Context: an optimization exercise on an open-source flow, tuned for small area. The choices shown serve that exercise and are no tape-out recipe. Only simulation tests tie the RTL to the original design; equivalence was not proved. The flow treats the clock pin as an ideal source, which a real chip does not have. Power figures rest on the tool's default switching activity, not on a simulated workload.

--- constraint.sdc ---
create_clock -name core_clock -period 12.0 [get_ports {clk}]
set_input_delay 2.4000 -clock core_clock [delete_from_list [all_inputs] [get_ports {clk}]]
set_output_delay 2.4000 -clock core_clock [all_outputs]
set_load 0.01 [all_outputs]
--- flow/seqcells.txt ---
sky130_fd_sc_hd__dfbbn_1 sky130_fd_sc_hd__dfbbn_2 sky130_fd_sc_hd__dfbbp_1 sky130_fd_sc_hd__dfrbp_1 sky130_fd_sc_hd__dfrbp_2 sky130_fd_sc_hd__dfrtn_1 sky130_fd_sc_hd__dfrtp_1 sky130_fd_sc_hd__dfrtp_2 sky130_fd_sc_hd__dfrtp_4 sky130_fd_sc_hd__dfsbp_1 sky130_fd_sc_hd__dfsbp_2 sky130_fd_sc_hd__dfstp_1 sky130_fd_sc_hd__dfstp_2 sky130_fd_sc_hd__dfstp_4 sky130_fd_sc_hd__dfxbp_1 sky130_fd_sc_hd__dfxbp_2 sky130_fd_sc_hd__dfxtp_1 sky130_fd_sc_hd__dfxtp_2 sky130_fd_sc_hd__dfxtp_4 sky130_fd_sc_hd__dlclkp_1 sky130_fd_sc_hd__dlclkp_2 sky130_fd_sc_hd__dlclkp_4 sky130_fd_sc_hd__dlrbn_1 sky130_fd_sc_hd__dlrbn_2 sky130_fd_sc_hd__dlrbp_1 sky130_fd_sc_hd__dlrbp_2 sky130_fd_sc_hd__dlrtn_1 sky130_fd_sc_hd__dlrtn_2 sky130_fd_sc_hd__dlrtn_4 sky130_fd_sc_hd__dlrtp_1 sky130_fd_sc_hd__dlrtp_2 sky130_fd_sc_hd__dlrtp_4 sky130_fd_sc_hd__dlxbn_1 sky130_fd_sc_hd__dlxbn_2 sky130_fd_sc_hd__dlxbp_1 sky130_fd_sc_hd__dlxtn_1 sky130_fd_sc_hd__dlxtn_2 sky130_fd_sc_hd__dlxtn_4 sky130_fd_sc_hd__dlxtp_1 sky130_fd_sc_hd__edfxbp_1 sky130_fd_sc_hd__edfxtp_1 sky130_fd_sc_hd__lpflow_inputisolatch_1 sky130_fd_sc_hd__sdfbbn_1 sky130_fd_sc_hd__sdfbbn_2 sky130_fd_sc_hd__sdfbbp_1 sky130_fd_sc_hd__sdfrbp_1 sky130_fd_sc_hd__sdfrbp_2 sky130_fd_sc_hd__sdfrtn_1 sky130_fd_sc_hd__sdfrtp_1 sky130_fd_sc_hd__sdfrtp_2 sky130_fd_sc_hd__sdfrtp_4 sky130_fd_sc_hd__sdfsbp_1 sky130_fd_sc_hd__sdfsbp_2 sky130_fd_sc_hd__sdfstp_1 sky130_fd_sc_hd__sdfstp_2 sky130_fd_sc_hd__sdfstp_4 sky130_fd_sc_hd__sdfxbp_1 sky130_fd_sc_hd__sdfxbp_2 sky130_fd_sc_hd__sdfxtp_1 sky130_fd_sc_hd__sdfxtp_2 sky130_fd_sc_hd__sdfxtp_4 sky130_fd_sc_hd__sdlclkp_1 sky130_fd_sc_hd__sdlclkp_2 sky130_fd_sc_hd__sdlclkp_4 sky130_fd_sc_hd__sedfxbp_1 sky130_fd_sc_hd__sedfxbp_2 sky130_fd_sc_hd__sedfxtp_1 sky130_fd_sc_hd__sedfxtp_2 sky130_fd_sc_hd__sedfxtp_4
--- flow/remap.tcl ---
# Re-maps the combinational logic of the standard synthesis netlist for area.
# The registers stay the very instances the standard synthesis made (same
# names, same cells); only the logic between them is mapped again.
# usage: yosys -c remap.tcl  (env: REMAP_IN, REMAP_OUT, REMAP_LIB, REMAP_TOP, REMAP_ABC, REMAP_DONTUSE)
yosys -import
set lib $::env(REMAP_LIB)
read_liberty -ignore_miss_func $lib
read_verilog $::env(REMAP_IN)
# every cell with state stays a black box (the list is the library's cells
# with an ff or latch group)
set fh [open $::env(REMAP_SEQ) r]
set seq [read $fh]
close $fh
foreach c $seq { blackbox =$c }
hierarchy -top $::env(REMAP_TOP)
flatten -wb
opt_clean -purge
tee -o log_remap_before.stat stat
set du {}
foreach c $::env(REMAP_DONTUSE) { lappend du -dont_use $c }
abc -liberty $lib {*}$du -script $::env(REMAP_ABC)
opt_clean -purge
hilomap -singleton -hicell sky130_fd_sc_hd__conb_1 HI -locell sky130_fd_sc_hd__conb_1 LO
splitnets
opt_clean -purge
insbuf -buf sky130_fd_sc_hd__buf_4 A X
write_verilog -noattr -nohex -nodec $::env(REMAP_OUT)
# check the result against the library's cells as black boxes
design -reset
read_liberty -lib $lib
read_verilog $::env(REMAP_OUT)
hierarchy -check -top $::env(REMAP_TOP)
check -assert -mapped
tee -o log_remap_after.stat stat -liberty $lib
--- flow/run.sh ---
#!/bin/bash
# Own layout flow: the standard flow (standard.sh) with two changes.
#  1. After the standard synthesis, the logic between the registers is mapped
#     again by ABC for area (remap.tcl). The registers stay the standard
#     synthesis's instances: the same names and the same cells.
#  2. The clock tree is built without dummy loads, from clkbuf_16 buffers
#     driving clusters of up to 25 sinks.
# Each tool's output goes to a log_*.txt file in the work folder.
set -euo pipefail
W=$(pwd)
F=$W/flow
R=$W/orfs/results/$FLOW_PLATFORM/mc723_core/base
PLAT=$FLOW_HOME/platforms/$FLOW_PLATFORM
YOSYS=$FLOW_HOME/../tools/install/yosys/bin/yosys
[[ -x $YOSYS ]] || YOSYS=yosys

# 1. standard synthesis
bash standard.sh synth > $W/log_synth.txt 2>&1
cp $R/1_2_yosys.v $W/std_1_2_yosys.v

# 2. area re-mapping of the logic
export REMAP_SEQ=$F/seqcells.txt
export REMAP_IN=$W/std_1_2_yosys.v
export REMAP_OUT=$W/remap_1_2_yosys.v
export REMAP_LIB=$PLAT/lib/sky130_fd_sc_hd__tt_025C_1v80.lib
export REMAP_TOP=$FLOW_TOP
export REMAP_ABC=$F/area.abc
export REMAP_DONTUSE="$(sed -n '/DONT_USE_CELLS += /,/^$/p' $PLAT/config.mk | grep -o 'sky130_fd_sc_hd__[a-z0-9_]*' | tr '\n' ' ')"
$YOSYS -c $F/remap.tcl > $W/log_remap.txt 2>&1
cp $REMAP_OUT $R/1_2_yosys.v
touch $R/1_2_yosys.v

# 3. the rest of the standard flow
export CTS_ARGS="-sink_clustering_enable -repair_clock_nets -dont_use_dummy_load -buf_list sky130_fd_sc_hd__clkbuf_16 -sink_clustering_size 25 -sink_clustering_max_diameter 100"
bash standard.sh finish > $W/log_finish.txt 2>&1
--- config.mk ---
export PLATFORM = sky130hd
export DESIGN_NAME = mc723_core
export DESIGN_NICKNAME = mc723_core
export VERILOG_FILES = /design/flow/design.v
export SDC_FILE = /design/flow/constraint.sdc
export NUM_CORES = 8
export LEC_CHECK = 0
export CAP_MARGIN = 20
export CORE_MARGIN = 2
export CORE_UTILIZATION = 30
export SLEW_MARGIN = 20
--- design.v ---
module hazard_tracker (
    input  wire       clk,
    input  wire       clear,     
    input  wire       record,    
    input  wire [5:0] dest,
    input  wire [5:0] src1,
    input  wire [5:0] src2,
    input  wire [1:0] kind,
    output reg        hazard
);
    reg [5:0] cur_d;
    always @(posedge clk) begin
        if (clear) begin
            cur_d[5:4] <= 2'b01;
            hazard     <= 1'b0;
        end else if (record) begin
            hazard     <= (cur_d == src1) || (cur_d == src2);
            cur_d[5:4] <= (kind == 2'b01) ? dest[5:4] : 2'b01;
        end
        if (record)
            cur_d[3:0] <= dest[3:0];
    end
endmodule
module dcache_model (
    input  wire        clk,
    input  wire        clear,       
    input  wire        rd,          
    input  wire        wr,          
    input  wire [31:0] addr,
    output wire [2:0]  miss_inc,
    output wire        unaligned
);
    reg [21:0] tag_e [0:31];
    reg [21:0] tag_o [0:31];
    reg [31:0] val_e, val_o, dty_e, dty_o;
    wire [4:0]  h  = addr[9:5];
    wire        b  = addr[4];            
    wire [21:0] t0 = addr[31:10];
    assign unaligned = (addr[1:0] != 2'b00);
    wire spill = unaligned && (addr[3:2] == 2'b11);
    wire [31:0] oh_o  = 32'd1 << h;
    wire        act_o = b || spill;
    wire [31:0] oh_e  = b ? {oh_o[30:0], oh_o[31]} : oh_o;
    wire        act_e = !b || spill;
    wire        wrap  = b && (h == 5'd31);
    wire [21:0] te    = wrap ? t0 + 22'd1 : t0;
    reg [21:0] rt_e, rt_o;
    reg        rv_e, rv_o, rd_e, rd_o;
    integer i;
    always @* begin
        rt_e = 22'd0; rt_o = 22'd0;
        rv_e = 1'b0;  rv_o = 1'b0;
        rd_e = 1'b0;  rd_o = 1'b0;
        for (i = 0; i < 32; i = i + 1) begin
            rt_e = rt_e | (tag_e[i] & {22{oh_e[i]}});
            rt_o = rt_o | (tag_o[i] & {22{oh_o[i]}});
            rv_e = rv_e | (val_e[i] & oh_e[i]);
            rv_o = rv_o | (val_o[i] & oh_o[i]);
            rd_e = rd_e | (dty_e[i] & oh_e[i]);
            rd_o = rd_o | (dty_o[i] & oh_o[i]);
        end
    end
    function [1:0] line_cost(input is_read, input v, input d, input match);
        begin
            if (is_read)
                line_cost = !v ? 2'd1 : (!match ? (d ? 2'd2 : 2'd1) : 2'd0);
            else
                line_cost = (v && !match) ? 2'd1 : 2'd0;
        end
    endfunction
    wire [1:0] cost_e = act_e ? line_cost(rd, rv_e, rd_e, rt_e == te) : 2'd0;
    wire [1:0] cost_o = act_o ? line_cost(rd, rv_o, rd_o, rt_o == t0) : 2'd0;
    assign miss_inc = {1'b0, cost_e} + {1'b0, cost_o};
    wire [31:0] we_e = ((rd || wr) && act_e) ? oh_e : 32'd0;
    wire [31:0] we_o = ((rd || wr) && act_o) ? oh_o : 32'd0;
    always @(posedge clk) begin
        if (clear) begin
            val_e <= 32'd0;
            val_o <= 32'd0;
        end else if (rd) begin
            val_e <= val_e | we_e;
            val_o <= val_o | we_o;
        end
        for (i = 0; i < 32; i = i + 1) begin
            if (we_e[i]) begin
                tag_e[i] <= te;
                dty_e[i] <= wr;
            end
            if (we_o[i]) begin
                tag_o[i] <= t0;
                dty_o[i] <= wr;
            end
        end
    end
endmodule
module icache_model (
    input  wire        clk,
    input  wire        clear,    
    input  wire        fetch,    
    input  wire [31:0] addr,
    output wire        miss
);
    reg [22:0] tag [0:31];
    reg [31:0] valid;
    wire [4:0]  r  = addr[8:4];
    wire [22:0] t  = addr[31:9];
    wire [31:0] oh = 32'd1 << r;
    reg [22:0] rt;
    reg        rv;
    integer i;
    always @* begin
        rt = 23'd0;
        rv = 1'b0;
        for (i = 0; i < 32; i = i + 1) begin
            rt = rt | (tag[i] & {23{oh[i]}});
            rv = rv | (valid[i] & oh[i]);
        end
    end
    assign miss = !rv || (rt != t);
    always @(posedge clk) begin
        if (clear)
            valid <= 32'd0;
        else if (fetch)
            valid <= valid | oh;
        for (i = 0; i < 32; i = i + 1)
            if (fetch && oh[i])
                tag[i] <= t;
    end
endmodule
module branch_bank (
    input  wire        clk,
    input  wire        clear,     
    input  wire        taken,     
    input  wire        ntaken,    
    input  wire [31:0] pc,
    input  wire [31:0] tgt,
    output reg         b1_hit,
    output reg         b2_hit
);
    localparam SNT = 2'b00, WNT = 2'b01, WT = 2'b10, ST = 2'b11;
    reg [31:0] target [0:15];
    reg [15:0] s1;                    
    reg [1:0]  s2 [0:15];
    wire [3:0]  idx    = pc[5:2];
    wire [31:0] actual = taken ? tgt : {pc[31:2] + 30'd1, pc[1:0]};
    wire [15:0] oh = 16'd1 << idx;
    reg [31:0] g;
    reg        t1;
    reg [1:0]  t2;
    integer i;
    always @* begin
        g  = 32'd0;
        t1 = 1'b0;
        t2 = 2'd0;
        for (i = 0; i < 16; i = i + 1) begin
            g  = g  | (target[i] & {32{oh[i]}});
            t1 = t1 | (s1[i] & oh[i]);
            t2 = t2 | (s2[i] & {2{oh[i]}});
        end
    end
    wire eq = (g == actual);
    reg [1:0] s2_next;
    always @* begin
        b1_hit = taken ? (t1 && eq) : !t1;
        if (taken) begin
            if (!t2[1]) begin
                b2_hit = 1'b0; s2_next = WT;
            end else if (!eq) begin
                b2_hit = 1'b0; s2_next = (t2 == ST) ? WT : WNT;
            end else begin
                b2_hit = 1'b1; s2_next = ST;
            end
        end else begin
            if (t2[1]) begin
                b2_hit = 1'b0; s2_next = WNT;
            end else if (!eq) begin
                b2_hit = 1'b0; s2_next = (t2 == SNT) ? WNT : WT;
            end else begin
                b2_hit = 1'b1; s2_next = SNT;
            end
        end
    end
    wire        br    = taken || ntaken;
    wire [31:0] wdata = clear ? 32'd0 : actual;
    always @(posedge clk) begin
        for (i = 0; i < 16; i = i + 1) begin
            if (clear || (br && oh[i]))
                target[i] <= wdata;
            if (clear) begin
                s1[i] <= 1'b1;
                s2[i] <= ST;
            end else if (br && oh[i]) begin
                s1[i] <= taken;
                s2[i] <= s2_next;
            end
        end
    end
endmodule
module mc723_core (
    input  wire        clk,
    input  wire        rst,         
    input  wire        cmd_valid,
    input  wire [67:0] cmd,
    output wire [5:0]  status,      
    output reg         rsp_valid,
    output wire [63:0] rsp_data
);
    localparam OP_RESET   = 4'h1;
    localparam OP_RECORD  = 4'h2;
    localparam OP_CHECK   = 4'h3;
    localparam OP_DREAD   = 4'h4;
    localparam OP_DWRITE  = 4'h5;
    localparam OP_IFETCH  = 4'h6;
    localparam OP_BTAKEN  = 4'h7;
    localparam OP_BNTAKEN = 4'h8;
    localparam OP_RDCTR   = 4'h9;
    localparam OP_RDSTAT  = 4'hA;
    localparam F_ILLEGAL_OPCODE  = 3'd1;
    localparam F_ILLEGAL_OPERAND = 3'd2;
    localparam F_NOT_READY       = 3'd3;
    localparam F_CHECK_NO_RECORD = 3'd4;
    localparam F_RECORD_NO_CHECK = 3'd5;
    wire [3:0]  op = cmd[67:64];
    wire [31:0] A  = cmd[63:32];
    wire [31:0] B  = cmd[31:0];
    reg       armed;
    reg       ready;
    reg [2:0] fault;
    assign status = {armed, ready, 1'b0, fault};
    wire [1:0] rec_kind = A[19:18];
    wire [5:0] rec_dest = A[17:12];
    wire [5:0] rec_src1 = A[11:6];
    wire [5:0] rec_src2 = A[5:0];
    wire [3:0] sel      = A[3:0];
    function slot_ok(input [5:0] s);
        slot_ok = s[5] | (s[4:0] == 5'd0);
    endfunction
    reg op_legal;
    reg operand_ok;
    always @* begin
        op_legal   = (op >= OP_RESET) && (op <= OP_RDSTAT);
        operand_ok = 1'b0;
        case (op)
            OP_RESET, OP_CHECK, OP_RDSTAT:
                operand_ok = (A == 32'd0) && (B == 32'd0);
            OP_RECORD:
                operand_ok = (A[31:20] == 12'd0) && (B == 32'd0) &&
                             (rec_kind == 2'b01 || rec_kind == 2'b10) &&
                             slot_ok(rec_dest) && slot_ok(rec_src1) && slot_ok(rec_src2);
            OP_DREAD, OP_DWRITE, OP_IFETCH:
                operand_ok = (B == 32'd0);
            OP_BTAKEN, OP_BNTAKEN:
                operand_ok = 1'b1;
            OP_RDCTR:
                operand_ok = (A[31:4] == 28'd0) && (B == 32'd0) && (sel <= 4'd13);
            default:
                operand_ok = 1'b0;
        endcase
    end
    wire well_formed = cmd_valid && op_legal && operand_ok;
    wire is_reset    = well_formed && (op == OP_RESET);
    wire is_rdstat   = well_formed && (op == OP_RDSTAT);
    wire is_rdctr    = well_formed && (op == OP_RDCTR);
    wire other_cmd   = well_formed && !(op == OP_RESET) && !(op == OP_RDSTAT);
    wire act         = other_cmd && ready && (fault == 3'd0);
    wire do_record  = act && (op == OP_RECORD);
    wire do_check   = act && (op == OP_CHECK);
    wire do_dread   = act && (op == OP_DREAD);
    wire do_dwrite  = act && (op == OP_DWRITE);
    wire do_ifetch  = act && (op == OP_IFETCH);
    wire do_btaken  = act && (op == OP_BTAKEN);
    wire do_bntaken = act && (op == OP_BNTAKEN);
    reg [2:0] new_fault;
    always @* begin
        new_fault = 3'd0;
        if (cmd_valid && !op_legal)
            new_fault = F_ILLEGAL_OPCODE;
        else if (cmd_valid && !operand_ok)
            new_fault = F_ILLEGAL_OPERAND;
        else if (other_cmd && !ready)
            new_fault = F_NOT_READY;
        else if (do_check && !armed)
            new_fault = F_CHECK_NO_RECORD;
        else if (do_record && armed)
            new_fault = F_RECORD_NO_CHECK;
    end
    wire hz_hazard;
    hazard_tracker u_hz (
        .clk      (clk),
        .clear    (is_reset),
        .record   (do_record && !armed),
        .dest     (rec_dest),
        .src1     (rec_src1),
        .src2     (rec_src2),
        .kind     (rec_kind),
        .hazard   (hz_hazard)
    );
    wire [2:0] dmiss_inc;
    wire       unal;
    dcache_model u_dc (
        .clk       (clk),
        .clear     (is_reset),
        .rd        (do_dread),
        .wr        (do_dwrite),
        .addr      (A),
        .miss_inc  (dmiss_inc),
        .unaligned (unal)
    );
    wire imiss;
    icache_model u_ic (
        .clk   (clk),
        .clear (is_reset),
        .fetch (do_ifetch),
        .addr  (A),
        .miss  (imiss)
    );
    wire b1_hit, b2_hit;
    branch_bank u_bp (
        .clk     (clk),
        .clear   (is_reset),
        .taken   (do_btaken),
        .ntaken  (do_bntaken),
        .pc      (A),
        .tgt     (B),
        .b1_hit  (b1_hit),
        .b2_hit  (b2_hit)
    );
    wire do_data   = do_dread || do_dwrite;
    wire do_branch = do_btaken || do_bntaken;
    wire [7:0]  lo   [0:5];
    wire [5:0]  ovf;
    reg  [55:0] hi   [0:5];
    reg  [5:0]  pend;
    ctr_lo #(.W(1)) u_haz   (.clk(clk), .clear(is_reset), .inc(do_check && armed && hz_hazard), .q(lo[0]), .ovf(ovf[0]));
    ctr_lo #(.W(3)) u_dmiss (.clk(clk), .clear(is_reset), .inc(do_data ? dmiss_inc : 3'd0),     .q(lo[1]), .ovf(ovf[1]));
    ctr_lo #(.W(1)) u_imiss (.clk(clk), .clear(is_reset), .inc(do_ifetch && imiss),            .q(lo[2]), .ovf(ovf[2]));
    ctr_lo #(.W(1)) u_unal  (.clk(clk), .clear(is_reset), .inc(do_data && unal),               .q(lo[3]), .ovf(ovf[3]));
    ctr_lo #(.W(1)) u_dacc  (.clk(clk), .clear(is_reset), .inc(do_data),                       .q(lo[4]), .ovf(ovf[4]));
    ctr_lo #(.W(1)) u_iacc  (.clk(clk), .clear(is_reset), .inc(do_ifetch),                     .q(lo[5]), .ovf(ovf[5]));
    wire [63:0] c_tk, c_br, c_b1h, c_b2h;
    ctr64 #(.W(1)) u_tk    (.clk(clk), .clear(is_reset), .inc(do_btaken),                     .q(c_tk));
    ctr64 #(.W(1)) u_br    (.clk(clk), .clear(is_reset), .inc(do_branch),                     .q(c_br));
    ctr64 #(.W(1)) u_b1h   (.clk(clk), .clear(is_reset), .inc(do_branch && b1_hit),           .q(c_b1h));
    ctr64 #(.W(1)) u_b2h   (.clk(clk), .clear(is_reset), .inc(do_branch && b2_hit),           .q(c_b2h));
    always @(posedge clk) begin
        if (rst) begin
            armed     <= 1'b0;
            ready     <= 1'b0;
            fault     <= 3'd0;
            rsp_valid <= 1'b0;
        end else begin
            rsp_valid <= is_rdctr || is_rdstat;
            if (is_reset) begin
                armed <= 1'b0;
                ready <= 1'b1;
                fault <= 3'd0;
            end else if (new_fault != 3'd0) begin
                if (fault == 3'd0)
                    fault <= new_fault;
            end else if (do_record) begin
                armed <= 1'b1;
            end else if (do_check) begin
                armed <= 1'b0;
            end
        end
    end
    reg [3:0] rsel;
    always @(posedge clk)
        rsel <= (op == OP_RDSTAT) ? 4'hF : sel;
    wire       free = !rsp_valid;
    reg  [2:0] svc;            
    always @* begin
        svc = 3'd0;
        if      (pend[0]) svc = 3'd0;
        else if (pend[1]) svc = 3'd1;
        else if (pend[2]) svc = 3'd2;
        else if (pend[3]) svc = 3'd3;
        else if (pend[4]) svc = 3'd4;
        else if (pend[5]) svc = 3'd5;
    end
    wire [3:0] msel = free ? {1'b0, svc} : rsel;
    reg [63:0] x;
    reg        use_sub;
    reg        add256;
    always @* begin
        x       = 64'd0;
        use_sub = 1'b0;
        add256  = 1'b0;
        case (msel)
            4'd0:  begin x = {hi[0], lo[0]}; add256 = free || pend[0]; end
            4'd1:  begin x = {hi[1], lo[1]}; add256 = free || pend[1]; end
            4'd2:  begin x = {hi[2], lo[2]}; add256 = free || pend[2]; end
            4'd3:  begin x = {hi[3], lo[3]}; add256 = free || pend[3]; end
            4'd4:  begin x = {hi[4], lo[4]}; add256 = free || pend[4]; end
            4'd5:  begin x = {hi[5], lo[5]}; add256 = free || pend[5]; end
            4'd6:  x = c_tk;
            4'd7:  begin x = c_tk;  use_sub = 1'b1; end
            4'd8:  begin x = c_tk;  use_sub = 1'b1; end
            4'd9:  x = c_tk;
            4'd10: x = c_b1h;
            4'd11: begin x = c_b1h; use_sub = 1'b1; end
            4'd12: x = c_b2h;
            4'd13: begin x = c_b2h; use_sub = 1'b1; end
            default: x = {58'd0, status};
        endcase
    end
    wire [63:0] a   = use_sub ? c_br : {55'd0, add256, 8'd0};
    wire [63:0] sum = a + (x ^ {64{use_sub}}) + {63'd0, use_sub};
    assign rsp_data = sum;
    wire [55:0] hbus = is_reset ? 56'd0 : sum[63:8];
    integer k;
    always @(posedge clk) begin
        for (k = 0; k < 6; k = k + 1) begin
            if (is_reset || (free && pend[k] && svc == k))
                hi[k] <= hbus;
            if (is_reset)
                pend[k] <= 1'b0;
            else
                pend[k] <= (pend[k] && !(free && svc == k)) || ovf[k];
        end
    end
endmodule
module ctr64 #(
    parameter W = 1
) (
    input  wire         clk,
    input  wire         clear,
    input  wire [W-1:0] inc,
    output reg  [63:0]  q
);
    wire [W:0]  lo = {1'b0, q[W-1:0]} + {1'b0, inc};
    wire [64:0] c;         
    wire [7:0]  cb;        
    assign cb[0] = lo[W];
    genvar i;
    generate
        for (i = 0; i < 8; i = i + 1) begin : blk
            if (i > 0)
                assign cb[i] = cb[i-1] & (&q[8*i-1 : 8*(i-1) + ((i == 1) ? W : 0)]);
        end
        for (i = W; i < 64; i = i + 1) begin : bt
            if (i == W || i % 8 == 0)
                assign c[i] = cb[i / 8];
            else
                assign c[i] = c[i-1] & q[i-1];
        end
    endgenerate
    always @(posedge clk) begin
        if (clear)
            q <= 64'd0;
        else
            q <= {q[63:W] ^ c[63:W], lo[W-1:0]};
    end
endmodule
module ctr_lo #(
    parameter W = 1
) (
    input  wire         clk,
    input  wire         clear,
    input  wire [W-1:0] inc,
    output reg  [7:0]   q,
    output wire         ovf
);
    wire [8:0] s = {1'b0, q} + {{(9-W){1'b0}}, inc};
    assign ovf = s[8];
    always @(posedge clk) begin
        if (clear)
            q <= 8'd0;
        else
            q <= s[7:0];
    end
endmodule
--- standard.sh ---
#!/bin/bash
# synth_recipe.tcl (not shown) runs the flow's synth.tcl, then flattens the netlist and writes it again
# the make line also repeats each setting of config.mk as NAME=value (left out here)
make -C /OpenROAD-flow-scripts/flow DESIGN_CONFIG=/design/flow/config.mk WORK_HOME=/design/flow/orfs CLKGATE_MAP_FILE= SYNTH_SCRIPT=/design/flow/synth_recipe.tcl "${@:-finish}"
--- flow/area.abc ---
&get -n
&st
&dc2
&dch -f
&nf -a -k -p -R 1000 -C 32 -F 8 -A 4
&put
topo
==> flow_metrics.env, run 1 <==
export IMPL_status="no timing/DRC/antenna violations"
export IMPL_min_path_cells=2
export IMPL_drv_slew=0
export IMPL_dp_cells=15200
export IMPL_die_x_microns=668
export IMPL_syn_nets=8628
export IMPL_dp_hpwl_mm=277
export IMPL_cts_buffers_inserted=165
export IMPL_setup_violations=0
export IMPL_cp_start_kind="flip-flop"
export IMPL_io_buffers=140
export IMPL_rr_startpoint="fault[2]$_SDFFE_PP0P_"
export IMPL_fin_cells=15400
export IMPL_die_area_sq_um=447000
export IMPL_cpMostUsedCell="nand2_1"
export IMPL_holdCritPathClass="reg2reg"
export IMPL_grt_max_degree=140
export IMPL_cts_sinks=3527
export IMPL_max_freq_ghz=0.0874
export IMPL_clkLatencyLatePin_ps=1000
export IMPL_cts_max_level=4
export IMPL_gp_congestion=0.946
export IMPL_tightest_slew_ps=1220
export IMPL_std_cell_rows=244
export IMPL_netlist_area_sq_um=132000
export IMPL_ff2ff_path_depth=45
export IMPL_r2r_setup_slack_ps=2090
export IMPL_overflow=0
export IMPL_fin_crit_sh_pct=95.4
export IMPL_drtIter0Drc=16100
export IMPL_cts_clk_slew_worst_paths_ps=100
export IMPL_cp_data_arrival_time_ps=9050
export IMPL_cap_violations=0
export IMPL_grt_pass1_wl_mm=655
export IMPL_powerDensity_nw_per_um2=134
export IMPL_hold_violations=0
export IMPL_ys_warn_count=15
export IMPL_crit_path_end="rsp_data[56]"
export IMPL_slowest_delay_ps=600
export IMPL_regToRegEndpoint="u_b2h.q[63]$_SDFF_PP0_"
export IMPL_antenna_found_initial=19
export IMPL_hold_start="u_dc.val_o[12]$_SDFFE_PP0P_"
export IMPL_relSlewSlack_pct=18.0
export IMPL_first_global_vias=84200
export IMPL_drive_above_1_share_pct=11.8
export IMPL_syn2layout_area_growth_pct=14.6
export IMPL_cts_tree="yes"
export IMPL_core_area_sq_um=441000
export IMPL_nFillCells=42000
export IMPL_initial_core_util_pct=30.1
export IMPL_first_pass_iters=10
export IMPL_avgSynthCellArea_sq_um=15.5
export IMPL_skew_ps=116
export IMPL_clock_tree_buffer_depth=4
export IMPL_ioPinCount=142
export IMPL_regArea_sq_um=101000
export IMPL_cp_required_ps=9600
export IMPL_finalSetupTns_ps=0
export IMPL_critPathKind="reg2out"
export IMPL_drc=0
export IMPL_grt_use_total_pct=20.4
export IMPL_fin_nets=9551
export IMPL_ir_worst_vdd_mv=0.144
export IMPL_drt_total_wl_mm=472
export IMPL_avgRoutedWirePerCell_microns=30.7
export IMPL_viasPerCell=5.85
export IMPL_ctsHoldBuffers=0
export IMPL_crit_start="rsp_valid$_SDFF_PP0_"
export IMPL_synthCells=8557
export IMPL_endpoint_kind="output port"
export IMPL_post_route_min_period_ps=11450
export IMPL_worst_slack_ps=555
export IMPL_die_h_microns=668
export IMPL_critPathMaxFanout=9
export IMPL_vias=90100
export IMPL_dp_slack_ps=-900
export IMPL_worst_path_max_delay_cell="clkdlybuf4s50_1"
export IMPL_multi_input_area_sq_um=32500
export IMPL_ant_nets=0
export IMPL_cts_root_buf="clkbuf_16"
export IMPL_leakagePower_nw=47.1
-- per-stage QoR --
| step | instance area [sq um] | util, % | hold WS, ps | total power [mW] |
|---|---|---|---|---|
| finish | 152000 | 34.5 | 446 | 20.4 |
| global route | 152000 | 34.5 | 458 | 20.9 |
| CTS | 152000 | 34.4 | 445 | 20.4 |
| detailed placement | 147000 | 33.5 | 430 | 14.5 |
| global placement | 147000 | 33.5 | 427 | 14.5 |
| floorplan | 133000 | - | 420 | 13.9 |
-- power breakdown --
group / total, mW / internal, mW / switching [mW]
Combinational: 0.910 / 0.255 / 0.656
Sequential: 13.3 / 13.3 / 0.0171
Clock: 6.19 / 2.47 / 3.72
Total: 20.4 / 16.0 / 4.39
-- area by class of cell --
class / count / area share [%]
timing repair buffer: 761 / 4.07
inverter: 85 / 0.219
tap: 5904 / 4.87
multi-input combinational: 4940 / 21.4
antenna: 12 / 0.0198
sequential: 3527 / 66.7
clock buffer: 165 / 2.72
-- worst max-delay path, delay by kind of cell (launching register included) --
family,cells,cell delay (ps)
AO/OA/AOI/OAI,15,2900
XOR/XNOR,1,210
buffers and inverters,5,1250
flip-flops,1,470
AND/OR/NAND/NOR,24,3320
-- placed cells by master, fill, tap and decap left out, drive strengths merged, types with 72 or more instances in the layout --
cell type      count
dfxtp            467
nor2             598
o21a              76
a222oi           584
clkinv            85
nor3             242
buf              646
clkdlybuf4s50    112
xnor2            117
clkbuf           166
a22oi            512
nand4            228
and3             134
edfxtp          3060
a21oi            442
o21ai            458
and2             131
nand2            546
nand3            156
xor2              72
nor4              91
-- flip-flops by register name, summed over array words and instances (netlist names), 16 cells and up --
| signal | cells |
|---|---|
| hi | 336 |
| u_b1h.q | 64 |
| u_b2h.q | 64 |
| u_bp.s1 | 16 |
| u_bp.s2 | 32 |
| u_bp.target | 512 |
| u_br.q | 64 |
| u_dc.dty_e | 32 |
| u_dc.dty_o | 32 |
| u_dc.tag_e | 704 |
| u_dc.tag_o | 704 |
| u_dc.val_e | 32 |
| u_dc.val_o | 32 |
| u_ic.tag | 736 |
| u_ic.valid | 32 |
| u_tk.q | 64 |
-- timing repair --
item                       4_1_cts  5_1_grt
pin swaps                        0        3
setup buffers                    0        3
setup endpoints to repair        3       31
gates resized for setup          2       41
cloned                           0        0
-- worst min-delay path by stage --
stage                                        to
finish              u_dc.val_o[12]$_SDFFE_PP0P_
CTS                 u_dc.val_e[30]$_SDFFE_PP0P_
global placement    u_dc.val_e[22]$_SDFFE_PP0P_
floorplan           u_dc.val_e[10]$_SDFFE_PP0P_
global route        u_dc.val_e[11]$_SDFFE_PP0P_
detailed placement  u_dc.val_e[30]$_SDFFE_PP0P_
-- metal layers --
layer | track usage, % | vias to the layer above | share of wire, %
met5 | 0 | - | 0.0099
met4 | 9.56 | 6 | 5.6
met3 | 3.77 | 1079 | 11
met2 | 32.7 | 5972 | 46
met1 | 26.7 | 45700 | 37
li1 | - | 37300 | -
==> inputs of run 2 (changes only) <==
--- a/design.v
+++ b/design.v
@@ -366,6 +366,6 @@
     end
-    reg [3:0] rsel;
-    always @(posedge clk)
-        rsel <= (op == OP_RDSTAT) ? 4'hF : sel;
     wire       free = !rsp_valid;
+    reg  [3:0] msel;
+    wire [5:0] served;         
+    wire [5:0] left = pend & ~served;
     reg  [2:0] svc;            
@@ -373,10 +373,11 @@
         svc = 3'd0;
-        if      (pend[0]) svc = 3'd0;
-        else if (pend[1]) svc = 3'd1;
-        else if (pend[2]) svc = 3'd2;
-        else if (pend[3]) svc = 3'd3;
-        else if (pend[4]) svc = 3'd4;
-        else if (pend[5]) svc = 3'd5;
+        if      (left[0]) svc = 3'd0;
+        else if (left[1]) svc = 3'd1;
+        else if (left[2]) svc = 3'd2;
+        else if (left[3]) svc = 3'd3;
+        else if (left[4]) svc = 3'd4;
+        else if (left[5]) svc = 3'd5;
     end
-    wire [3:0] msel = free ? {1'b0, svc} : rsel;
+    always @(posedge clk)
+        msel <= (is_rdctr || is_rdstat) ? ((op == OP_RDSTAT) ? 4'hF : sel) : {1'b0, svc};
     reg [63:0] x;
@@ -409,2 +410,8 @@
     assign rsp_data = sum;
+    genvar g;
+    generate
+        for (g = 0; g < 6; g = g + 1) begin : srv
+            assign served[g] = free && pend[g] && (msel == g);
+        end
+    endgenerate
     wire [55:0] hbus = is_reset ? 56'd0 : sum[63:8];
@@ -413,3 +420,3 @@
         for (k = 0; k < 6; k = k + 1) begin
-            if (is_reset || (free && pend[k] && svc == k))
+            if (is_reset || served[k])
                 hi[k] <= hbus;
@@ -418,3 +425,3 @@
             else
-                pend[k] <= (pend[k] && !(free && svc == k)) || ovf[k];
+                pend[k] <= left[k] || ovf[k];
         end
--- a/flow/run.sh
+++ b/flow/run.sh
@@ -6,5 +6,6 @@
 #  2. The clock tree is built without dummy loads, from clkbuf_16 buffers
-#     driving clusters of up to 25 sinks.
+#     driving clusters of up to CTS_SIZE sinks.
 # Each tool's output goes to a log_*.txt file in the work folder.
 set -euo pipefail
+CTS_SIZE=25
 W=$(pwd)
@@ -33,3 +34,3 @@
 # 3. the rest of the standard flow
-export CTS_ARGS="-sink_clustering_enable -repair_clock_nets -dont_use_dummy_load -buf_list sky130_fd_sc_hd__clkbuf_16 -sink_clustering_size 25 -sink_clustering_max_diameter 100"
+export CTS_ARGS="-sink_clustering_enable -repair_clock_nets -dont_use_dummy_load -buf_list sky130_fd_sc_hd__clkbuf_16 -sink_clustering_size $CTS_SIZE -sink_clustering_max_diameter 100"
 bash standard.sh finish > $W/log_finish.txt 2>&1
==> flow/area.abc (replaced) <==
&get -n
&st
&dc2
&dch -f
&nf -a -k -p -R 30 -C 32 -F 8 -A 4
&put
topo
==> flow_metrics.env, run 2 <==
export IMPL_status="no timing/DRC/antenna violations"
export IMPL_initial_core_util_pct=30.2
export IMPL_syn2layout_area_growth_pct=13.7
export IMPL_die_area_sq_um=446000
export IMPL_layout_commonest_cell="edfxtp_1"
export IMPL_cp_required_ps=9600
export IMPL_largest_register="u_ic.tag"
export IMPL_fin_nets=9225
export IMPL_skew_ps=137
export IMPL_max_freq_ghz=0.0859
export IMPL_ys_warn_count=15
export IMPL_crit_start="msel[2]$_DFF_P_"
export IMPL_std_cell_rows=243
export IMPL_viasPerCell=6.03
export IMPL_power_mw=23.1
export IMPL_cts_buffers_inserted=168
export IMPL_cts_root_buf="clkbuf_16"
export IMPL_endpoint_kind="output port"
export IMPL_clkLatencyLatePin_ps=930
export IMPL_critPathMaxFanout=41
export IMPL_fin_crit_sh_pct=97.0
export IMPL_cap_violations=0
export IMPL_largestRegisters="u_ic.tag x736, u_dc.tag_e x704, u_dc.tag_o x704"
export IMPL_rsz0062_at_grt="false"
export IMPL_cts_max_level=4
export IMPL_overflow=0
export IMPL_core_area_sq_um=439000
export IMPL_hold_violations=0
export IMPL_vias=90700
export IMPL_drt_total_wl_mm=483
export IMPL_holdCritPathClass="reg2reg"
export IMPL_leakagePower_nw=46.3
export IMPL_ant_nets=0
export IMPL_grt_pass1_wl_mm=668
export IMPL_drive_above_1_share_pct=10.7
export IMPL_final_cell_mix="edfxtp_1 (3060), a222oi_1 (612), a22oi_1 (504), buf_4 (479), nand2_1 (468)"
export IMPL_grt_max_degree=144
export IMPL_cp_data_arrival_time_ps=9240
export IMPL_finalSetupTns_ps=0
export IMPL_hold_slack_ps=476
export IMPL_ir_worst_vdd_mv=0.114
export IMPL_ctsHoldBuffers=0
export IMPL_drtIter0Drc=16600
export IMPL_cts_tree="yes"
export IMPL_powerDensity_nw_per_um2=154
export IMPL_critPathKind="reg2out"
export IMPL_first_pass_iters=13
export IMPL_tightest_slew_ps=1220
export IMPL_grt_use_total_pct=20.8
export IMPL_largest_reg_flops=736
export IMPL_regArea_sq_um=101000
export IMPL_ioPinCount=142
export IMPL_multi_input_area_sq_um=32300
export IMPL_post_route_min_period_ps=11640
export IMPL_rr_startpoint="ready$_SDFFE_PP0P_"
export IMPL_die_x_microns=668
export IMPL_avgRoutedWirePerCell_microns=32.1
export IMPL_nFillCells=41600
export IMPL_syn_nets=8432
export IMPL_io_buffers=140
export IMPL_cp_start_kind="flip-flop"
export IMPL_drc=0
export IMPL_relSlewSlack_pct=18.5
export IMPL_die_h_microns=668
export IMPL_cts_clk_slew_worst_paths_ps=100
export IMPL_antenna_found_initial=17
export IMPL_first_global_vias=85700
export IMPL_cts_sinks=3527
export IMPL_netlist_area_sq_um=132000
export IMPL_drv_slew=0
export IMPL_avgSynthCellArea_sq_um=15.8
export IMPL_gp_congestion=0.915
export IMPL_dp_hpwl_mm=282
export IMPL_hold_start="u_ic.valid[6]$_SDFFE_PP0P_"
export IMPL_clock_tree_buffer_depth=4
export IMPL_setup_violations=0
export IMPL_synthCells=8361
[run 2: stage by stage]
stage	util, %	instances	instance area (sq um)	setup slack (ps)
6_report	34.3	15000	150000	362
4_1_cts	34.3	15000	150000	45.9
3_3_place_gp	33.3	14900	146000	293
3_5_place_dp	33.3	14900	146000	297
5_1_grt	34.3	15000	150000	5.55
2_1_floorplan	-	8361	132000	131
[run 2: cell type report]
type | instances | share of cell area [%]
antenna | 10 | 0.0166
clock buffer | 168 | 2.80
inverter | 55 | 0.137
multi-input combinational | 4774 | 21.5
sequential | 3527 | 67.3
tap | 5880 | 4.89
timing repair buffer | 628 | 3.35
[run 2: repair_timing]
item,4_1_cts,5_1_grt
resized for setup,6,11
setup endpoints to repair,6,7
buffers inserted,0,0
[run 2: final timing paths]
check,endpoint,slack (ps),cells after the start
setup / recovery,rsp_data[53],360,26
hold / removal,u_ic.valid[6]$_SDFFE_PP0P_,480,1
setup reg to reg,u_b2h.q[63]$_SDFF_PP0_,2500,31
hold reg to reg,u_ic.valid[6]$_SDFFE_PP0P_,480,1
[run 2: power breakdown]
group | switching, mW | leakage [nW] | internal [mW] | total (mW)
Clock | 3.70 | 2.07 | 2.51 | 6.21
Sequential | 0.0436 | 31.1 | 13.6 | 13.7
Combinational | 2.22 | 13.1 | 1.02 | 3.24
Total | 5.97 | 46.3 | 17.2 | 23.1
[run 2: routing by layer]
layer / global-route usage (%) / share of wire [%]
met1: 27.1 / 36
met2: 32.9 / 45
met3: 4.70 / 13
met4: 9.90 / 5.7
met5: 0 / 0.018
[run 2: critical path, cell delays in order, from the launching register on]
cell and delay (ps):
dfxtp_2 630, buf_4 270, nor4bb_4 80, buf_6 250, a222oi_1 400, clkinv_1 120, o22ai_1 230, xnor2_1 150
and2_0 210, o41ai_2 510, a211oi_1 160, o31ai_1 490, nor2_1 140, nor3_1 200, nor2_1 90, a21o_1 220
a311o_1 450, a221o_1 400, a41oi_1 310, nand2b_1 240, o41ai_1 150, a221oi_1 530, o22ai_1 260, a22oi_1 420
o41ai_1 150, xor2_1 460, clkdlybuf4s50_1 780
==> inputs of run 3 (changes only) <==
--- a/flow/run.sh
+++ b/flow/run.sh
@@ -5,7 +5,9 @@
 #     synthesis's instances: the same names and the same cells.
-#  2. The clock tree is built without dummy loads, from clkbuf_16 buffers
-#     driving clusters of up to CTS_SIZE sinks.
+#  2. The clock tree is built without dummy loads, from clkbuf_8 buffers
+#     driving clusters of up to CTS_SIZE sinks; a leaf buffer whose sinks'
+#     estimated clock slew is high is then upsized (fixleaf.tcl).
+#  3. The ports are buffered, as the standard flow does, with buf_2 cells.
 # Each tool's output goes to a log_*.txt file in the work folder.
 set -euo pipefail
-CTS_SIZE=25
+CTS_SIZE=16
 W=$(pwd)
@@ -34,3 +36,9 @@
 # 3. the rest of the standard flow
-export CTS_ARGS="-sink_clustering_enable -repair_clock_nets -dont_use_dummy_load -buf_list sky130_fd_sc_hd__clkbuf_16 -sink_clustering_size $CTS_SIZE -sink_clustering_max_diameter 100"
+export CTS_ARGS="-sink_clustering_enable -repair_clock_nets -dont_use_dummy_load -buf_list sky130_fd_sc_hd__clkbuf_8 -sink_clustering_size $CTS_SIZE -sink_clustering_max_diameter 100"
+export BUFFER_PORTS_ARGS="-buffer_cell sky130_fd_sc_hd__buf_2"
+bash standard.sh cts > $W/log_cts.txt 2>&1
+OPENROAD=$FLOW_HOME/../tools/install/OpenROAD/bin/openroad
+[[ -x $OPENROAD ]] || OPENROAD=openroad
+FIXLEAF_DB=$R/4_cts.odb FIXLEAF_SDC=$R/4_cts.sdc FIXLEAF_SLEW=0.105 FIXLEAF_CELL=sky130_fd_sc_hd__clkbuf_16 \
+  $OPENROAD -no_init -exit $F/fixleaf.tcl > $W/log_fixleaf.txt 2>&1
 bash standard.sh finish > $W/log_finish.txt 2>&1
==> flow/fixleaf.tcl (new file) <==
# After clock tree synthesis: a leaf clock buffer whose sinks' clock slew
# (estimated from the placement) exceeds FIXLEAF_SLEW ns is upsized to
# FIXLEAF_CELL, and the placement is legalized again.
set plat $::env(FLOW_HOME)/platforms/$::env(FLOW_PLATFORM)
read_lef $plat/lef/sky130_fd_sc_hd.tlef
read_lef $plat/lef/sky130_fd_sc_hd_merged.lef
read_liberty $plat/lib/sky130_fd_sc_hd__tt_025C_1v80.lib
read_db $::env(FIXLEAF_DB)
read_sdc $::env(FIXLEAF_SDC)
source $plat/setRC.tcl
estimate_parasitics -placement
set thr $::env(FIXLEAF_SLEW)
set fixed 0
foreach net [get_nets clknet_leaf_*] {
  set worst 0
  foreach pin [get_pins -of_objects $net -filter "direction == input"] {
    foreach e {rise fall} { foreach an {min max} {
      set x [get_property $pin slew_${an}_$e]
      if {$x > $worst} { set worst $x }
    }}
  }
  if {$worst > $thr} {
    foreach drv [get_pins -of_objects $net -filter "direction == output"] {
      set inst [get_cells -of_objects $drv]
      set cell [get_property [get_lib_cells -of_objects $inst] name]
      if {$cell ne $::env(FIXLEAF_CELL)} {
        puts "upsize [get_full_name $inst] ($cell, slew $worst)"
        replace_cell $inst $::env(FIXLEAF_CELL)
        incr fixed
      }
    }
  }
}
puts "upsized $fixed leaf buffers"
if {$fixed > 0} {
  detailed_placement
  check_placement -verbose
}
write_db $::env(FIXLEAF_DB)
--- a/config.mk
+++ b/config.mk
@@ -10,2 +10,3 @@
 export CORE_UTILIZATION = 30
+export PLACE_DENSITY = 0.8
 export SLEW_MARGIN = 20
==> flow_metrics.env, run 3 <==
export IMPL_status="no timing/DRC/antenna violations"
export IMPL_swShare_pct=26.6
export IMPL_worst_path_max_delay_cell="dfxtp_2"
export IMPL_relSlewSlack_pct=17.1
export IMPL_p_switching_mw=5.91
export IMPL_critPathMaxFanout=17
export IMPL_drt_total_wl_mm=444
export IMPL_ir_worst_vdd_mv=0.114
export IMPL_endpoint_kind="output port"
export IMPL_ant_nets=0
export IMPL_cts_buffers_inserted=244
export IMPL_netlist_area_sq_um=132000
export IMPL_cts_tree="yes"
export IMPL_clkLatencyLatePin_ps=1230
export IMPL_drive_above_1_share_pct=12.1
export IMPL_slowest_delay_ps=580
export IMPL_cp_start_kind="flip-flop"
export IMPL_dp_hpwl_mm=255
export IMPL_die_h_microns=668
export IMPL_syn2layout_area_growth_pct=12.4
export IMPL_gp_congestion=0.952
export IMPL_dp_slack_ps=226
export IMPL_grt_use_total_pct=19.0
export IMPL_drv_slew=0
export IMPL_p_comb_share_pct=14.0
export IMPL_cts_max_level=4
export IMPL_post_route_min_period_ps=11600
export IMPL_worst_slack_ps=404
export IMPL_skew_ps=319
export IMPL_die_area_sq_um=446000
export IMPL_avgRoutedWirePerCell_microns=29.5
export IMPL_cts_root_buf="clkbuf_8"
export IMPL_viasPerCell=6.15
export IMPL_p_int_mw=16.3
export IMPL_max_freq_ghz=0.0862
export IMPL_ctsHoldBuffers=0
export IMPL_ioPinCount=142
export IMPL_cts_sinks=3527
export IMPL_synthCells=8361
export IMPL_regArea_sq_um=101000
export IMPL_tightest_slew_ps=1230
export IMPL_cap_violations=0
export IMPL_clock_tree_buffer_depth=4
export IMPL_cpMostUsedCell="nor2_1"
export IMPL_multi_input_area_sq_um=32300
export IMPL_layout_commonest_cell="edfxtp_1"
export IMPL_antenna_found_initial=29
export IMPL_largest_register="u_ic.tag"
export IMPL_drc=0
export IMPL_largest_reg_flops=736
export IMPL_largestRegisters="u_ic.tag x736, u_dc.tag_e x704, u_dc.tag_o x704"
export IMPL_core_area_sq_um=439000
export IMPL_grt_pass1_wl_mm=623
export IMPL_std_cell_rows=243
export IMPL_first_pass_iters=13
export IMPL_vias=92800
export IMPL_avgSynthCellArea_sq_um=15.8
export IMPL_finalSetupTns_ps=0
export IMPL_die_x_microns=668
export IMPL_cts_clk_slew_worst_paths_ps=100
export IMPL_ys_warn_count=15
export IMPL_final_cell_mix="edfxtp_1 (3060), a222oi_1 (612), a22oi_1 (504), nand2_1 (467), dfxtp_1 (463)"
export IMPL_io_buffers=140
export IMPL_fin_nets=9245
export IMPL_nFillCells=40900
export IMPL_overflow=0
export IMPL_leakagePower_nw=45.8
export IMPL_setup_violations=0
export IMPL_hold_violations=0
export IMPL_initial_core_util_pct=30.2
export IMPL_holdCritPathClass="reg2reg"
export IMPL_rsz0062_at_grt="false"
export IMPL_syn_nets=8432
export IMPL_grt_max_degree=203
export IMPL_fin_crit_sh_pct=96.6
export IMPL_pwr_share_clk_pct=24.6
export IMPL_drtIter0Drc=20700
export IMPL_cp_data_arrival_time_ps=9200
export IMPL_cp_required_ps=9600
export IMPL_p_seq_share_pct=61.4
export IMPL_critPathKind="reg2out"
export IMPL_cts_setup_buffers=0
export IMPL_first_global_vias=88500
export IMPL_powerDensity_nw_per_um2=150
## run 3: power by group through the flow
| stage | clock network, mW | logic [mW] | registers [mW] |
|---|---|---|---|
| 4_1_cts | 5.38 | 3.01 | 13.7 |
| 5_1_grt | 5.84 | 3.25 | 13.7 |
| 3_3_place_gp | 0 | 2.92 | 13.9 |
| 3_5_place_dp | 0 | 3.00 | 13.9 |
| 2_1_floorplan | 0 | 1.62 | 13.9 |
| 6_report | 5.48 | 3.11 | 13.7 |
## run 3: per-stage QoR
stage                     cell area [sq um]  utilization (%)  power (mW)  cells  hold slack, ps
after floorplan                      132000                -        15.5   8361             430
after global placement               145000             33.0        16.9  14800             446
after detailed placement             145000             33.1        16.9  14800             454
after CTS                            148000             33.8        22.0  15100             475
after global routing                 149000             33.9        22.8  15100             490
final                                149000             33.9        22.2  15100             473
## run 3: layout make-up
cell class | count | share of cell area (%)
Sequential cell | 3527 | 68.1
Multi-Input combinational cell | 4774 | 21.7
Tap cell | 5880 | 4.95
Timing Repair Buffer | 572 | 2.72
Clock buffer | 244 | 2.32
Inverter | 55 | 0.139
Antenna cell | 28 | 0.0471
## run 3: path summary, 6_finish.rpt
kind,start,to,slack [ps],cells after the start
max,msel[0]$_DFF_P_,rsp_data[53],400,26
min,u_ic.valid[4]$_SDFFE_PP0P_,u_ic.valid[4]$_SDFFE_PP0P_,470,1
max reg2reg,ready$_SDFFE_PP0P_,u_b2h.q[63]$_SDFF_PP0_,1480,31
min reg2reg,u_ic.valid[4]$_SDFFE_PP0P_,u_ic.valid[4]$_SDFFE_PP0P_,470,1
## run 3: what timing repair did
item,4_1_cts,5_1_grt
endpoints found under the setup margin,1,12
resized for setup,2,8
cloned,0,0
pin swaps,0,0
## run 3: critical path: cells and delay by family, from the launching register on
family | cells | cell delay [ps]
DFF | 1 | 580
buffers and inverters | 2 | 650
and+or+nand+nor | 8 | 1870
xor gates and xnor gates | 1 | 510
AOI/OAI and AO/OA | 15 | 4510
## run 3: layer usage
metal | GRT usage (%) | vias to the layer above | routed length [microns]
met3 | 6.97 | 2121 | 80300
li1 | - | 36800 | -
met1 | 23.0 | 44600 | 139000
met4 | 12.4 | 22 | 36400
met5 | 0.130 | - | 298
met2 | 28.4 | 9265 | 188000
==> inputs of run 4 (changes only) <==
--- a/design.v
+++ b/design.v
@@ -32,5 +32,6 @@
 );
-    reg [21:0] tag_e [0:31];
-    reg [21:0] tag_o [0:31];
-    reg [31:0] val_e, val_o, dty_e, dty_o;
+    wire [21:0] tag_e [0:31];
+    wire [21:0] tag_o [0:31];
+    wire [31:0] dty_e, dty_o;
+    reg  [31:0] val_e, val_o;
     wire [4:0]  h  = addr[9:5];
@@ -83,13 +84,10 @@
         end
-        for (i = 0; i < 32; i = i + 1) begin
-            if (we_e[i]) begin
-                tag_e[i] <= te;
-                dty_e[i] <= wr;
-            end
-            if (we_o[i]) begin
-                tag_o[i] <= t0;
-                dty_o[i] <= wr;
-            end
-        end
     end
+    genvar g;
+    generate
+        for (g = 0; g < 32; g = g + 1) begin : row
+            regrow #(.W(23)) u_e (.clk(clk), .d(we_e[g] ? {wr, te} : {dty_e[g], tag_e[g]}), .q({dty_e[g], tag_e[g]}));
+            regrow #(.W(23)) u_o (.clk(clk), .d(we_o[g] ? {wr, t0} : {dty_o[g], tag_o[g]}), .q({dty_o[g], tag_o[g]}));
+        end
+    endgenerate
 endmodule
@@ -102,4 +100,4 @@
 );
-    reg [22:0] tag [0:31];
-    reg [31:0] valid;
+    wire [22:0] tag [0:31];
+    reg  [31:0] valid;
     wire [4:0]  r  = addr[8:4];
@@ -124,6 +122,9 @@
             valid <= valid | oh;
-        for (i = 0; i < 32; i = i + 1)
-            if (fetch && oh[i])
-                tag[i] <= t;
     end
+    genvar g;
+    generate
+        for (g = 0; g < 32; g = g + 1) begin : row
+            regrow #(.W(23)) u_tag (.clk(clk), .d((fetch && oh[g]) ? t : tag[g]), .q(tag[g]));
+        end
+    endgenerate
 endmodule
@@ -140,3 +141,3 @@
     localparam SNT = 2'b00, WNT = 2'b01, WT = 2'b10, ST = 2'b11;
-    reg [31:0] target [0:15];
+    wire [31:0] target [0:15];
     reg [15:0] s1;                    
@@ -184,6 +185,10 @@
     wire [31:0] wdata = clear ? 32'd0 : actual;
+    genvar e;
+    generate
+        for (e = 0; e < 16; e = e + 1) begin : ent
+            regrow #(.W(32)) u_tgt (.clk(clk), .d((clear || (br && oh[e])) ? wdata : target[e]), .q(target[e]));
+        end
+    endgenerate
     always @(posedge clk) begin
         for (i = 0; i < 16; i = i + 1) begin
-            if (clear || (br && oh[i]))
-                target[i] <= wdata;
             if (clear) begin
@@ -331,3 +336,3 @@
     wire [5:0]  ovf;
-    reg  [55:0] hi   [0:5];
+    wire [55:0] hi   [0:5];
     reg  [5:0]  pend;
@@ -417,2 +422,7 @@
     wire [55:0] hbus = is_reset ? 56'd0 : sum[63:8];
+    generate
+        for (g = 0; g < 6; g = g + 1) begin : hip
+            regrow #(.W(56)) u_hi (.clk(clk), .d((is_reset || served[g]) ? hbus : hi[g]), .q(hi[g]));
+        end
+    endgenerate
     integer k;
@@ -420,4 +430,2 @@
         for (k = 0; k < 6; k = k + 1) begin
-            if (is_reset || served[k])
-                hi[k] <= hbus;
             if (is_reset)
@@ -479 +487,11 @@
 endmodule
+module regrow #(
+    parameter W = 1
+) (
+    input  wire         clk,
+    input  wire [W-1:0] d,
+    output reg  [W-1:0] q
+);
+    always @(posedge clk)
+        q <= d;
+endmodule
--- a/flow/run.sh
+++ b/flow/run.sh
@@ -1,6 +1,9 @@
 #!/bin/bash
-# Own layout flow: the standard flow (standard.sh) with two changes.
+# Own layout flow: the standard flow (standard.sh) with these changes.
 #  1. After the standard synthesis, the logic between the registers is mapped
-#     again by ABC for area (remap.tcl). The registers stay the standard
-#     synthesis's instances: the same names and the same cells.
+#     again by ABC for area (remap.tcl), and each 2:1 multiplexer that holds a
+#     plain register's value is written as an a22o (holdmux.py), the select's
+#     complement made by an inverter for every 11 of them. The registers
+#     stay the standard synthesis's instances: the same names and the same
+#     cells.
 #  2. The clock tree is built without dummy loads, from clkbuf_8 buffers
@@ -32,3 +35,5 @@
 $YOSYS -c $F/remap.tcl > $W/log_remap.txt 2>&1
-cp $REMAP_OUT $R/1_2_yosys.v
+# hold multiplexers in front of plain registers as a22o cells
+python3 $F/holdmux.py $REMAP_OUT $W/holdmux_1_2_yosys.v sky130_fd_sc_hd__a22o_1 11 > $W/log_holdmux.txt 2>&1
+cp $W/holdmux_1_2_yosys.v $R/1_2_yosys.v
 touch $R/1_2_yosys.v
==> flow/area.abc (replaced) <==
&get -n
&st
&syn2
&dc2
&syn2
&dc2
&dch -f
&nf -a -k -p -R 0 -C 32 -F 8 -A 4
&put
topo
==> flow/holdmux.py (new file) <==
#!/usr/bin/env python3
"""Rewrite each 2:1 hold multiplexer in front of a plain flip-flop as an a22o.

A sky130_fd_sc_hd__mux2_1 (X = S ? A1 : A0) whose output drives only the D pin
of one sky130_fd_sc_hd__dfxtp_1 and one of whose data inputs is that
flip-flop's Q holds the flip-flop's value while its select says so. It is
replaced by sky130_fd_sc_hd__a22o_1 (X = A1&A2 | B1&B2) with the select and
its complement, the complement made once per select net by an inv_1.
usage: holdmux.py IN.v OUT.v [CELLNAME [CHUNK]]
With CHUNK, each complement drives at most CHUNK a22o cells.
Any mux2 drive strength is taken; CELLNAME (default sky130_fd_sc_hd__a22o_1)
names the cell written in its place.
"""
import re, sys, collections
src = open(sys.argv[1]).read()
CELL = sys.argv[3] if len(sys.argv) > 3 else 'sky130_fd_sc_hd__a22o_1'
cell_re = re.compile(r'(\n\s*)(sky130_fd_sc_hd__\w+)\s+(\S+)\s*\((.*?)\);', re.S)
pin_re = re.compile(r'\.(\w+)\(\s*([^()]*?)\s*\)')
cells = []
for m in cell_re.finditer(src):
    pins = dict((p, n) for p, n in pin_re.findall(m.group(4)))
    cells.append((m.start(), m.end(), m.group(1), m.group(2), m.group(3), pins))
outs = {'X', 'Y', 'Q', 'Q_N', 'SUM', 'COUT', 'HI', 'LO'}
loads = collections.defaultdict(list)
for i, c in enumerate(cells):
    for p, n in c[5].items():
        if p not in outs:
            loads[n].append((i, p))
# nets that are module ports or used in assigns count as extra loads
extra = set(re.findall(r'assign\s+\S+\s*=\s*(\S+?)\s*;', src))
ports = set()
for m in re.finditer(r'\n\s*(?:input|output|inout)\s+(?:wire\s+)?(?:\[[^\]]*\]\s*)?([^;]+);', src):
    for n in m.group(1).split(','):
        ports.add(n.strip())
repl = {}
inv_for = {}
used = collections.Counter()
CHUNK = int(sys.argv[4]) if len(sys.argv) > 4 else 1000000
count = 0
for i, c in enumerate(cells):
    if not re.fullmatch(r'sky130_fd_sc_hd__mux2_\d+', c[3]):
        continue
    pins = c[5]
    x = pins['X']
    ld = loads.get(x, [])
    if len(ld) != 1 or x in extra or x.split('[')[0] in ports:
        continue
    j, p = ld[0]
    ff = cells[j]
    if ff[3] != 'sky130_fd_sc_hd__dfxtp_1' or p != 'D':
        continue
    q = ff[5]['Q']
    if pins['A0'] == q:
        keep_when = 'low'     # S=0 holds
    elif pins['A1'] == q:
        keep_when = 'high'
    else:
        continue
    s = pins['S']
    k = used[s] // CHUNK
    used[s] += 1
    if (s, k) not in inv_for:
        inv_for[(s, k)] = 'holdmux_inv_%d' % len(inv_for)
    sn = inv_for[(s, k)]
    if keep_when == 'low':   # X = S&A1 | ~S&A0
        a = (s, pins['A1'], sn, pins['A0'])
    else:                    # X = ~S&A0 | S&A1, Q on A1
        a = (sn, pins['A0'], s, pins['A1'])
    e = lambda n: n + ' ' if n.startswith('\\') else n
    repl[i] = ('%s' + CELL + ' %s (.A1(%s), .A2(%s), .B1(%s), .B2(%s), .X(%s));') % (
        c[2], c[4], e(a[0]), e(a[1]), e(a[2]), e(a[3]), e(x))
    count += 1
out = []
last = 0
for i, c in enumerate(cells):
    if i in repl:
        out.append(src[last:c[0]])
        out.append(repl[i])
        last = c[1]
out.append(src[last:])
res = ''.join(out)
decl = ''.join('  wire %s;\n' % n for n in inv_for.values())
insts = ''.join('  sky130_fd_sc_hd__inv_1 %s_cell (.A(%s), .Y(%s));\n' % (n, s + ' ' if s.startswith('\\') else s, n) for (s, k), n in inv_for.items())
k = res.rfind('endmodule')
res = res[:k] + insts + res[k:]
mm = re.search(r'\bmodule\b[^;]*;', res)
res = res[:mm.end()] + '\n' + decl + res[mm.end():]
open(sys.argv[2], 'w').write(res)
print('holdmux: %d muxes rewritten, %d inverters' % (count, len(inv_for)))
--- a/config.mk
+++ b/config.mk
@@ -12 +12,3 @@
 export SLEW_MARGIN = 20
+export SYNTH_HIERARCHICAL = 1
+export SYNTH_MINIMUM_KEEP_SIZE = 0
==> flow_metrics.env, run 4 <==
export IMPL_status="no timing/DRC/antenna violations"
export IMPL_ir_worst_vdd_mv=0.113
export IMPL_cts_root_buf="clkbuf_8"
export IMPL_gp_congestion=1.04
export IMPL_fin_nets=15100
export IMPL_powerDensity_nw_per_um2=150
export IMPL_layout_commonest_cell="dfxtp_1"
export IMPL_crit_path_end="rsp_data[63]"
export IMPL_cp_buffers_inverters=5
export IMPL_critPathMaxFanout=16
export IMPL_skew_ps=187
export IMPL_cp_start_kind="flip-flop"
export IMPL_first_pass_iters=14
export IMPL_grt_pass1_wl_mm=805
export IMPL_holdCritPathClass="reg2reg"
export IMPL_vias=129000
export IMPL_avgRoutedWirePerCell_microns=27.0
export IMPL_r2r_setup_slack_ps=2530
export IMPL_cp_required_ps=9600
export IMPL_viasPerCell=6.22
export IMPL_postLayoutCoreUtil_pct=34.2
export IMPL_rr_startpoint="fault[2]$_SDFFE_PP0P_"
export IMPL_avgSynthCellArea_sq_um=9.26
export IMPL_fin_cells=20800
export IMPL_initial_core_util_pct=30.2
export IMPL_cpMostUsedCell="o21ai_0"
export IMPL_antenna_found_initial=43
export IMPL_die_x_microns=663
export IMPL_rsz0062_at_grt="false"
export IMPL_drive_above_1_share_pct=8.06
export IMPL_cts_tree="yes"
export IMPL_regToRegEndpoint="u_b1h.q[60]$_SDFF_PP0_"
export IMPL_ys_warn_count=19
export IMPL_drtIter0Drc=23900
export IMPL_final_cell_mix="dfxtp_1 (3519), o21ai_0 (1939), nand2_1 (1831), nor2_1 (1447), a21oi_1 (1080)"
export IMPL_post_route_min_period_ps=11530
export IMPL_critical_path_depth=34
export IMPL_overflow=0
export IMPL_ff2ff_path_depth=36
export IMPL_endpoint_kind="output port"
export IMPL_netlist_area_sq_um=130000
export IMPL_tightest_slew_ps=1310
export IMPL_cts_max_level=4
export IMPL_fin_area_sq_um=147000
export IMPL_clock_tree_buffer_depth=4
export IMPL_max_freq_ghz=0.0868
export IMPL_syn_nets=14100
export IMPL_clkLatencyLatePin_ps=1250
export IMPL_hold_start="u_b1h.q[62]$_SDFF_PP0_"
export IMPL_cp_data_arrival_time_ps=9130
export IMPL_synthCells=14100
export IMPL_io_buffers=140
export IMPL_ioPinCount=142
export IMPL_ant_nets=0
export IMPL_worst_path_max_delay_cell="dfxtp_2"
export IMPL_std_cell_rows=241
export IMPL_grt_use_total_pct=24.0
export IMPL_fin_crit_sh_pct=96.1
export IMPL_drv_slew=0
export IMPL_leakagePower_nw=53.6
export IMPL_hold_violations=0
export IMPL_relSlewSlack_pct=12.8
export IMPL_crit_start="msel[3]$_SDFF_PP0_"
export IMPL_critPathKind="reg2out"
export IMPL_largestRegisters="u_dc.row.u_e.q x736, u_dc.row.u_o.q x736, u_ic.row.u_tag.q x736"
export IMPL_slowest_delay_ps=460
export IMPL_cap_violations=0
export IMPL_drt_total_wl_mm=561
export IMPL_syn2layout_area_growth_pct=13.1
export IMPL_grt_max_degree=155
export IMPL_cts_clk_slew_worst_paths_ps=100
export IMPL_cp_top_family="compound AO/OA/AOI/OAI gates"
export IMPL_setup_violations=0
export IMPL_post_dp_cell_area_sq_um=144000
export IMPL_drc=0
export IMPL_finalSetupTns_ps=0
export IMPL_die_area_sq_um=439000
export IMPL_cts_sinks=3527
export IMPL_core_area_sq_um=432000
export IMPL_die_h_microns=663
export IMPL_cts_buffers_inserted=245
export IMPL_dp_hpwl_mm=351
export IMPL_first_global_vias=119000
export IMPL_dp_cells=20500
==> run 4: report_power, final <==
group	internal (mW)	switching, mW	total, mW	leakage (nW)
Combinational	1.13	2.68	3.81	23.3
Clock	1.87	3.83	5.70	1.80
Sequential	12.3	0.335	12.6	28.5
==> run 4: how the worst min path moves through the flow <==
stage	endpoint	cells after the start
floorplan	u_bp.ent[0].u_tgt.q[17]$_DFF_P_	2
global placement	u_dc.row[6].u_e.q[12]$_DFF_P_	2
detailed placement	u_bp.ent[0].u_tgt.q[17]$_DFF_P_	2
CTS	u_bp.ent[3].u_tgt.q[21]$_DFF_P_	2
global route	u_dc.row[25].u_e.q[5]$_DFF_P_	2
finish	u_b1h.q[63]$_SDFF_PP0_	2
==> run 4: cell type report <==
class	instances	area, sq um
clock buffer	245	3450
timing repair buffer	716	5350
inverter	220	826
fill	43500	284000
antenna	24	60.1
tap	5710	7140
multi-input combinational	10300	59900
sequential	3527	70700
==> run 4: metrics by stage <==
stage | power [mW] | hold slack, ps | worst slack (ps)
after CTS | 21.8 | 459 | 65.6
after detailed placement | 16.5 | 436 | -654
final | 22.1 | 445 | 474
after floorplan | 14.9 | 416 | 47.4
after global placement | 16.4 | 428 | -691
after global routing | 22.7 | 481 | 5.45
==> run 4: worst reg2reg max path, delay by kind of cell, from the launching register on <==
| kind | cells | cell delay [ps] |
|---|---|---|
| DFF | 1 | 520 |
| buffers and inverters | 8 | 1540 |
| and+or+nand+nor | 22 | 5930 |
| AOI/OAI and AO/OA | 6 | 1350 |
==> run 4: per-layer routing <==
| layer | GRT usage (%) | vias to the layer above | wire (microns) |
|---|---|---|---|
| li1 | - | 55100 | - |
| met1 | 29.3 | 60100 | 194000 |
| met2 | 35.1 | 10800 | 226000 |
| met3 | 7.93 | 2971 | 89000 |
| met4 | 17.6 | 18 | 51600 |
| met5 | 0 | - | 174 |
==> run 4: what timing repair did <==
action / 4_1_cts / 5_1_grt
endpoints found under the setup margin: 10 / 19
resized for setup: 11 / 14
hold buffers: 0 / 0
buffers inserted: 0 / 3
pin swaps: 0 / 3

## re-timing with driven ports
Ports are ideal in the flow. The routed layouts listed here were re-timed in OpenROAD. Step 1 (the two cells are an assumption about what drives the block):
set clk [get_ports {clk}]
set_driving_cell -lib_cell sky130_fd_sc_hd__clkbuf_16 $clk
set_driving_cell -lib_cell sky130_fd_sc_hd__buf_2 [delete_from_list [all_inputs] $clk]
Step 2, shift: input delay + t, output delay - t, t = (earliest + latest rising clock arrival at the registers) / 2. This alone moves slack from input paths to output paths. Three values: ideal, step 1, step 2; two values: the first two.
run | t (ns) | slack for setup (ns) | clock arrival spread, ns | cell pins on the clock port's net
run 1 | 1.022 | 0.555 / 0.442 / -0.497 | 0.183 / 0.183 | 1
run 2 | 1.002 | 0.362 / 0.249 / -0.181 | 0.190 / 0.191 | 1
run 3 | 1.185 | 0.404 / 0.291 / -0.359 | 0.319 / 0.320 | 1
run 4 | 1.246 | 0.474 / 0.375 / -0.553 | 0.214 / 0.214 | 1
In run 3 the clock reaches the registers at very different times; t lies between them, and the last value is a rough guide only. For run 1, which loses most, drivers alone change the setup slack by -0.113 ns; drivers and shift together by -1.052 ns.
